Source: an optimization exercise on an open RTL-to-GDS flow (aim: small area). Production flows keep margins and buffers that such runs may drop. At most, simulation tests tie the RTL to the original design; equivalence was not proved. The flow treats the clock pin as an ideal source. Dropping or thinning the clock tree relies on that and would not hold on a real chip. Power figures rest on the tool's default switching activity, not on a simulated workload.

== build 36 ==
==> flow/design.v (excerpt) <==
module npc_core (
    input  wire        clk,
    input  wire        rst,
    input  wire        clear,
    input  wire        rx_valid,
    input  wire [7:0]  rx_byte,
    output wire        frame_valid,
    output wire [79:0] frame_data,
    input  wire        enc_valid,
    input  wire [2:0]  enc_cmd,
    input  wire        enc_arg,
    output wire        enc_ready,
    output wire        tx_valid,
    output wire [7:0]  tx_byte,
    output wire        tx_last,
    input  wire        tx_ready
);
    npc_framer u_framer (
        .clk         (clk),
        .rst         (rst),
        .clear       (clear),
        .rx_valid    (rx_valid),
        .rx_byte     (rx_byte),
        .frame_valid (frame_valid),
        .frame_data  (frame_data)
    );
    npc_encoder u_encoder (
        .clk       (clk),
        .rst       (rst),
        .enc_valid (enc_valid),
        .enc_cmd   (enc_cmd),
        .enc_arg   (enc_arg),
        .enc_ready (enc_ready),
        .tx_valid  (tx_valid),
        .tx_byte   (tx_byte),
        .tx_last   (tx_last),
        .tx_ready  (tx_ready)
    );
endmodule
export LEC_CHECK = 0
export CAP_MARGIN = 20
export CORE_MARGIN = 2
export CORE_UTILIZATION = 40
export SLEW_MARGIN = 20
create_clock -name core_clock -period 6.0 [get_ports {clk}]
run.sh (not shown) runs the stock make flow with config.mk's settings and CLKGATE_MAP_FILE= SYNTH_SCRIPT=/design/flow/synth_recipe.tcl, a recipe that flattens the netlist after the stock synthesis.
Both conditions hold for build 36: the flow ran to the end and the final layout passed the timing, DRC and antenna checks.
For build 79, these inputs were changed with respect to build 36:
==> flow/flow/run.sh (new file) <==
#!/bin/bash
# Standard ORFS layout (the standard.sh), with two changes:
#  - port buffers use the smallest buffer (buf_1) instead of the resizer's default;
#  - clock tree: one buffer type, large sink clusters, no dummy loads.
set -euo pipefail
CTS="-sink_clustering_enable -repair_clock_nets -dont_use_dummy_load -buf_list sky130_fd_sc_hd__clkbuf_16 -sink_clustering_size 100 -sink_clustering_max_diameter 500"
bash standard.sh \
  "BUFFER_PORTS_ARGS=-buffer_cell sky130_fd_sc_hd__buf_1" \
  "CTS_ARGS=$CTS" \
  finish > standard.log 2>&1
==> flow/standard.sh (new file) <==
#!/bin/bash
# synth_recipe.tcl (not shown) runs the flow's synth.tcl, then flattens the netlist and writes it again
# the make line also repeats each setting of config.mk as NAME=value (left out here)
make -C /OpenROAD-flow-scripts/flow DESIGN_CONFIG=/design/flow/config.mk WORK_HOME=/design/flow/orfs CLKGATE_MAP_FILE= SYNTH_SCRIPT=/design/flow/synth_recipe.tcl "${@:-finish}"
removed: flow/run.sh
[summary]
Compared with build 36, build 79 shows global-route usage over all layers lower by 0.31 points.
In the reports for build 79 and build 36, the larger utilization belongs to build 36.
Build 79 vs. build 36: routed length on met3 now smaller, instance area after placement now smaller, met1 wire length now larger.
Worst setup skew after layout: build 79 and build 36 compared, higher one is build 79
Build 36 and build 79 ended up with roughly the same power after layout.
Fmax: build 79 higher than build 36
Edits applied to the flow inputs when going from build 79 to build 47:
==> flow/flow/run.sh <==
#!/bin/bash
# Standard ORFS layout (the standard.sh), with two changes:
#  - port buffers use the smallest buffer (buf_1) instead of the resizer's default;
#  - clock tree: one clock buffer drives all registers (flow/cts_pre.tcl).
set -euo pipefail
HERE=$(pwd)
bash standard.sh \
  "BUFFER_PORTS_ARGS=-buffer_cell sky130_fd_sc_hd__buf_1" \
  "PRE_CTS_TCL=$HERE/flow/cts_pre.tcl" \
  "ONE_CLKBUF=sky130_fd_sc_hd__clkbuf_16" \
  finish > standard.log 2>&1
==> flow/flow/cts_pre.tcl (new file) <==
# Clock tree: a single clock buffer, placed at the centre of the registers,
# drives every register's clock pin (the design has only ~70 registers).
# Runs as PRE_CTS_TCL; the TritonCTS call that follows is turned into a no-op.
set block [ord::get_db_block]
set clk_net [$block findNet clk]
set xs 0
set ys 0
set n 0
foreach it [$clk_net getITerms] {
  set inst [$it getInst]
  set loc [$inst getLocation]
  set xs [expr {$xs + [lindex $loc 0]}]
  set ys [expr {$ys + [lindex $loc 1]}]
  incr n
}
set dbu [$block getDbUnitsPerMicron]
set cx [expr {double($xs) / $n / $dbu}]
set cy [expr {double($ys) / $n / $dbu}]
puts "clock buffer for $n sinks at ($cx, $cy)"
insert_buffer -buffer_cell $::env(ONE_CLKBUF) -net clk -location [list $cx $cy] \
  -buffer_name clkbuf_0_clk -net_name clknet_0_clk
[$block findNet clknet_0_clk] setSigType CLOCK
[$block findNet clk] setSigType CLOCK
set_propagated_clock [all_clocks]
rename clock_tree_synthesis orig_clock_tree_synthesis
proc clock_tree_synthesis {args} { puts "clock tree: single buffer inserted by cts_pre.tcl" }
Notes after the runs:
The remaining runs in build 47 and build 79 completed every stage, whereas build 47 halted early. As the logs show, build 47 stopped at clock tree synthesis after a tool error, so it never reached the end of the flow. Area after detailed placement came out exactly the same in build 47 and build 79. Any difference in HPWL after detailed placement between build 79 and build 47 is small enough to ignore. Sequential fraction of the synthesis area: build 47 vs build 79 identical. Build 47 against build 79: complex-gate fraction of the synthesized area roughly the same, count of flip-flops with a built-in enable after synthesis roughly the same. Summary of build 47 over build 79: floorplan die height barely changed; adder and majority cell fraction of the synthesized area barely changed; xor/xnor share of the synthesized area barely changed. On placement row count, build 47 and build 79 are neck and neck.
Function was not checked in any run of this note: the RTL went through the layout flow alone.

== the reference run ==
Another version of the RTL of npc_core (not shown whole).
For scale: roughly 220 cells after synthesis, ~69 flip-flops, about 110 I/O pins.
Settings: LEC_CHECK=0, CAP_MARGIN=20, CORE_MARGIN=2, CORE_UTILIZATION=70, PLACE_DENSITY=0.8, SLEW_MARGIN=20; clock period 6.0 ns.
standard.sh (not shown) runs the stock make flow with config.mk's settings and CLKGATE_MAP_FILE= SYNTH_SCRIPT=/design/flow/synth_recipe.tcl, a recipe that flattens the netlist after the stock synthesis.
==> flow/flow/run.sh <==
#!/bin/bash
# Standard ORFS layout (the standard.sh, standard synthesis unchanged),
# with these changes:
#  - port buffers use the smallest buffer (buf_1) instead of the resizer's default;
#  - the synthesized tie cells are kept as they are (one per constant value)
#    instead of one tie cell per constant pin;
#  - clock tree: the registers are split into four groups of equal size by
#    location, each driven by one clock buffer from the clock port
#    (flow/clock_groups.tcl).
# ORFS logs stay in orfs/logs; standard.sh's own output goes to standard.log.
set -euo pipefail
HERE=$(pwd)
bash standard.sh \
  "BUFFER_PORTS_ARGS=-buffer_cell sky130_fd_sc_hd__buf_1" \
  "SKIP_REPAIR_TIE_FANOUT=1" \
  "PRE_CTS_TCL=$HERE/flow/clock_groups.tcl" \
  "CLK_GROUP_BUF=sky130_fd_sc_hd__clkbuf_8" \
  "CLK_GROUPS=4" \
  "RECOVER_POWER=100" \
  finish > standard.log 2>&1
Other scripts of this flow, unchanged in this note and not shown: flow/flow/clock_groups.tcl
Looking at the reports, the reference run completed the entire flow and the layout it produced met the timing, DRC and antenna checks.
[inputs] the trial run vs the reference run
--- a/flow/flow/run.sh
+++ b/flow/flow/run.sh
@@ -18,3 +18,2 @@
   "CLK_GROUPS=4" \
-  "RECOVER_POWER=100" \
   finish > standard.log 2>&1
The trial run finished all stages; the layout is clean.
The trial run gives less time the final worst path needs with I/O delays and setup than the reference run did.
Of the reference run and the trial run, the higher worst setup slack belongs to the trial run.
Delta (the trial run minus the reference run): sum of internal, switching and leakage power has remained practically unchanged; count of nets after finishing has remained practically unchanged; fmax increased by 0.33% relative to the old numbers.
In every run of this note, the design's own scripts or RTL, not TritonCTS, make the clock network.

[what the ideal ports hide]
The results above use ideal ports. As a check the final layouts listed here were re-extracted and re-timed, cells and wires unchanged.
Step 1 assumes that a clkbuf_16 drives the clock port and a buf_2 every other input.
Step 2 times the ports against the registers' clock, not the clock port: input delays grow and output delays shrink by t, the midpoint of the rising clock arrivals with the driver on.
Three values: ideal, step 1, step 2; two values: the first two.
run | t (ns) | setup WS [ns] | worst slew at a driven data input, ns
build 36 | 0.360 | 1.700 / 1.678 / 1.678 | 0.03
build 79 | 0.353 | 2.455 / 2.433 / 2.433 | 0.03
the reference run | 0.203 | 1.882 / 1.909 / 1.706 | 0.03
the trial run | 0.202 | 1.895 / 1.922 / 1.720 | 0.03
After both steps setup and hold are still met in every run listed. For the reference run, which loses most, drivers alone change the setup slack by +0.027 ns; drivers and shift together by -0.176 ns.
